What follows belongs to an exercise in optimizing a design on an open flow for small area; a production flow would make more cautious choices. In this exercise RTL edits were held to simulation tests only and were not proved equivalent to the original. The clock port is modelled as an ideal driver; clocking choices that lean on that would not hold on a real chip.

// lm92_twi
module lm92_twi (
    input  wire        clk,
    input  wire        rst,           
    input  wire        cmd_valid,
    input  wire [31:0] cmd_word,
    input  wire        cfg_valid,
    input  wire [31:0] cfg_wdata,
    output reg         busy,
    output reg         done,
    output reg         ack,
    output reg         bus_init,
    output reg         stop_pending,
    output reg  [2:0]  phase,
    output reg         temp_valid,
    output wire [3:0]  err,
    output wire [3:0]  viol,
    output reg  [7:0]  rxdata,
    output wire [31:0] temp,
    output wire [31:0] cfg,
    output reg         scl_o,
    output reg         sda_o,
    input  wire        scl_i,
    input  wire        sda_i
);
    localparam [2:0] PH_IDLE = 3'd0, PH_ADDR = 3'd1, PH_TX = 3'd2,
                     PH_RX = 3'd3, PH_RXEND = 3'd4;
    localparam [7:0] OP_INIT = 8'h10, OP_START = 8'h11, OP_STOP = 8'h12,
                     OP_SEND = 8'h13, OP_RDACK = 8'h14, OP_RDNACK = 8'h15,
                     OP_TEMP = 8'h40;
    reg [7:0] cfg_div, cfg_sreg, cfg_tmo;
    reg [6:0] cfg_saddr;
  ...
For scale: about 120 flip-flops, ~160 I/O pins, about 0.0053 mm2 of cells after synthesis.
export LEC_CHECK = 0
export CAP_MARGIN = 0
export CORE_MARGIN = 2
export CORE_UTILIZATION = 65
export SLEW_MARGIN = 0
create_clock -name core_clock -period 10.0 [get_ports {clk}]
standard.sh (not shown) runs the stock make flow with config.mk's settings and CLKGATE_MAP_FILE= SYNTH_SCRIPT=/design/flow/synth_recipe.tcl, a recipe that flattens the netlist after the stock synthesis.
==> flow/flow/run.sh <==
#!/bin/bash
# Own layout flow: the standard flow (standard.sh) with these changes.
#  1. Synthesis maps the logic with an area-oriented ABC script (flow/area.abc).
#     It runs ORFS's synth.tcl unchanged up to that ABC call, so the flip-flops
#     (mapped before ABC) are the standard synthesis's, with the same names.
#  2. Every input and output port gets a sky130_fd_sc_hd__buf_1 port buffer.
#  3. The clock tree uses clkbuf_4 buffers and no dummy loads; afterwards
#     flow/post_cts.tcl upsizes the root and the weakest leaf buffers.
#  4. One tie cell drives all the constant outputs (no tie fanout repair).
# Each tool's output goes to the ORFS logs under orfs/logs; make's own output
# goes to flow.log here.
set -euo pipefail
W=$PWD

# ORFS's synth.tcl with the ABC script replaced
sed 's#^\([[:space:]]*\)log_cmd abc {\*}\$abc_args#\1lset abc_args 1 '"$W"'/flow/area.abc\n&#' \
    "$FLOW_HOME/scripts/synth.tcl" > "$W/own_synth_body.tcl"
grep -q "flow/area.abc" "$W/own_synth_body.tcl"
# The standard flow's synthesis wrapper, sourcing that copy
sed 's#source \$::env(SCRIPTS_DIR)/synth.tcl#source '"$W"'/own_synth_body.tcl#' \
    "$W/synth_recipe.tcl" > "$W/own_synth.tcl"
grep -q "own_synth_body" "$W/own_synth.tcl"

CTS="-sink_clustering_enable -repair_clock_nets -dont_use_dummy_load"
CTS="$CTS -buf_list sky130_fd_sc_hd__clkbuf_4 -sink_clustering_size 30 -sink_clustering_max_diameter 100"

bash "$W/standard.sh" \
    "SYNTH_SCRIPT=$W/own_synth.tcl" \
    "BUFFER_PORTS_ARGS=-buffer_cell sky130_fd_sc_hd__buf_1" \
    "CTS_ARGS=$CTS" \
    "POST_CTS_TCL=$W/flow/post_cts.tcl" \
    SKIP_REPAIR_TIE_FANOUT=1 \
    finish > "$W/flow.log" 2>&1
Other scripts of this flow, unchanged in this note and not shown: flow/flow/area.abc, flow/flow/post_cts.tcl
==> next run, changes <==
--- a/flow/design.v
+++ b/flow/design.v
@@ -88,26 +88,27 @@
                      E_P1     = 4'd3,     
                      E_RISE   = 4'd4,     
                      E_HIGH   = 4'd5,     
                      E_P4     = 4'd6,     
                      E_P5     = 4'd7,     
                      E_FALL   = 4'd8,     
                      E_DONE   = 4'd9,     
                      E_TMO    = 4'd10,    
                      E_FINISH = 4'd11;
     reg [3:0] st;
     reg [8:0] hcnt;            
     reg [7:0] thi;             
-    reg [3:0] bitn;            
-    reg [7:0] shreg;           
+    reg       ackf;            
+    reg [8:0] shreg;
+    wire      sh8 = shreg[8] && (j_rx || shreg[7:0] == 8'd0);    
     wire       hlast = (hcnt == 9'h1F9);
     wire [8:0] hload = {1'b0, div_active};
     wire [8:0] thi_inc = {1'b0, thi} + 9'd1;
     always @(posedge clk) begin
         if ((st == E_IDLE || st == E_FINISH) && stop_pending ||
             st == E_GO ||
             st == E_RISE && scl_i ||
             (st == E_HIGH || st == E_P4) && hlast ||
             st == E_FALL)
             hcnt <= hload;
         else if (st == E_RISE && !busy)
             hcnt <= 9'h1F8;
@@ -143,50 +144,50 @@
                     if (viol_q == 3'd0) viol_q <= 3'd5;
                 end else begin
                     done  <= acc_done;
                     phase <= acc_phase;
                     err_q <= 2'd0;
                     if (opc == OP_STOP) stop_pending <= 1'b1;
                     else begin
                         busy <= 1'b1;
                         job  <= acc_job;
                     end
                 end
             end
-            if (!busy) shreg <= cmd_word[7:0];
+            if (!busy) shreg <= {cmd_word[7:0], 1'b1};
             case (st)
                 E_IDLE, E_FINISH: begin
                     if (st == E_FINISH) busy <= 1'b0;
                     if (stop_pending) begin
                         sda_o <= 1'b0;
                         st    <= E_P1;
                     end else if (st == E_FINISH) begin
                         st <= E_IDLE;
                     end else if (busy) begin
                         if (j_init && !j_temp) begin
                             div_active <= cfg_div;
                             bus_init   <= 1'b1;
                             st         <= E_FINISH;
                         end else begin
                             st <= E_ISSUE;
                         end
                     end
                 end
                 E_ISSUE: begin
-                    if (j_temp) shreg <= job[1] ? cfg_sreg : {cfg_saddr, job[2]};
+                    if (j_temp) shreg <= {j_rx ? 8'h00 : job[1] ? cfg_sreg : {cfg_saddr, job[2]}, 1'b1};
                     st <= E_GO;
                 end
                 E_GO: begin
-                    bitn  <= 4'd0;
-                    sda_o <= j_tx ? shreg[7] : 1'b1;
+                    ackf  <= 1'b0;
+                    sda_o <= j_tx ? shreg[8] : 1'b1;
                     st    <= E_P1;
                 end
                 E_P1: begin
                     if (hlast) begin
                         scl_o <= 1'b1;
                         thi   <= 8'd0;
                         st    <= E_RISE;
                     end
                 end
                 E_RISE: begin
                     if (scl_i) begin
                         st   <= E_HIGH;
@@ -197,67 +198,67 @@
                                 st    <= E_TMO;
                             end
                             thi <= thi_inc[7:0];
                         end
                     end
                 end
                 E_HIGH: begin
                     if (hlast) begin
                         if (stop_pending || j_start) begin
                             sda_o <= stop_pending;
                             st    <= E_P4;
                         end else begin
-                            if (bitn[3]) begin
+                            if (sh8) begin
                                 if (j_tx) begin
                                     ack      <= ~sda_i;
                                     err_q[0] <= err_q[0] | sda_i;
                                 end
                             end else begin
-                                shreg <= {shreg[6:0], sda_i};
+                                shreg <= {shreg[7:0], sda_i & j_rx};
                             end
                             scl_o <= 1'b0;
                             st    <= E_FALL;
                         end
                     end
                 end
                 E_P4: begin
                     if (hlast) begin
                         if (stop_pending) begin
                             stop_pending <= 1'b0;
                             st           <= E_IDLE;
                         end else begin
                             scl_o <= 1'b0;
                             st    <= E_P5;
                         end
                     end
                 end
                 E_P5: begin
                     if (hlast) st <= E_DONE;
                 end
                 E_FALL: begin
-                    if (bitn[3]) begin
+                    if (ackf) begin
                         st <= E_DONE;
                     end else begin
-                        bitn <= bitn + 4'd1;
-                        if (bitn[2:0] == 3'd7)
-                            sda_o <= j_rx ? ~j_mack : 1'b1;
+                        if (sh8) ackf <= 1'b1;
+                        if (j_tx)
+                            sda_o <= shreg[8];
                         else
-                            sda_o <= j_tx ? shreg[7] : 1'b1;
+                            sda_o <= ~(sh8 && j_mack);
                         st <= E_P1;
                     end
                 end
                 E_DONE: begin
-                    if (j_rx) rxdata <= shreg;
+                    if (j_rx) rxdata <= shreg[7:0];
                     if (j_temp && j_last) begin
-                        temp_raw     <= {rxdata, shreg};
+                        temp_raw     <= {rxdata, shreg[7:0]};
                         temp_valid   <= ~err_q[0];
                         stop_pending <= 1'b1;
                         st           <= E_FINISH;
                     end else if (j_temp) begin
                         job[2:0] <= job[2:0] + 3'd1;
                         st       <= E_ISSUE;
                     end else begin
                         st <= E_FINISH;
                     end
                 end
                 E_TMO: begin
                     busy         <= 1'b0;
Routed wire length is lower by 5.0%.
Cell area is lower by 0.80%.
Worst hold slack got worse by 0.023 ns.
Worst setup slack improved by 0.13 ns.
Sequential cell count is lower by 2.
Die area is lower by 0.50%.
Utilization is lower by 0.63 points.
Sequential share of layout area is lower by 0.64 points.
Synthesized area is lower by about 0.5%.

[what the ideal ports hide]
No port has a modelled driver above. Below, the same layouts with a new extraction and two added sets of constraints.
Step 1: set_driving_cell puts a clkbuf_16 on clk and a buf_2 on each other input, an assumption about the parent block.
Step 2, shift: input delay + t, output delay - t, t = (earliest + latest rising clock arrival at the registers) / 2. This alone moves slack from input paths to output paths.
a / b / c = ideal ports / drivers / drivers and shift; a / b = the first two.
| run | t (ns) | setup WS [ns] | worst hold slack (ns) | worst data-port slew with drivers (ns) | cell pins on the clock port's net |
|---|---|---|---|---|---|
| the first run | 0.418 | 4.179 / 4.191 / 3.772 | 0.465 / 0.465 / 0.465 | 0.04 | 1 |
| the second run | 0.416 | 4.308 / 4.319 / 3.902 | 0.442 / 0.442 / 0.442 | 0.04 | 1 |
After both steps every run listed still meets setup and hold. The setup slack of the first run, which loses most, moves by +0.012 ns with the drivers and by -0.407 ns with both steps.
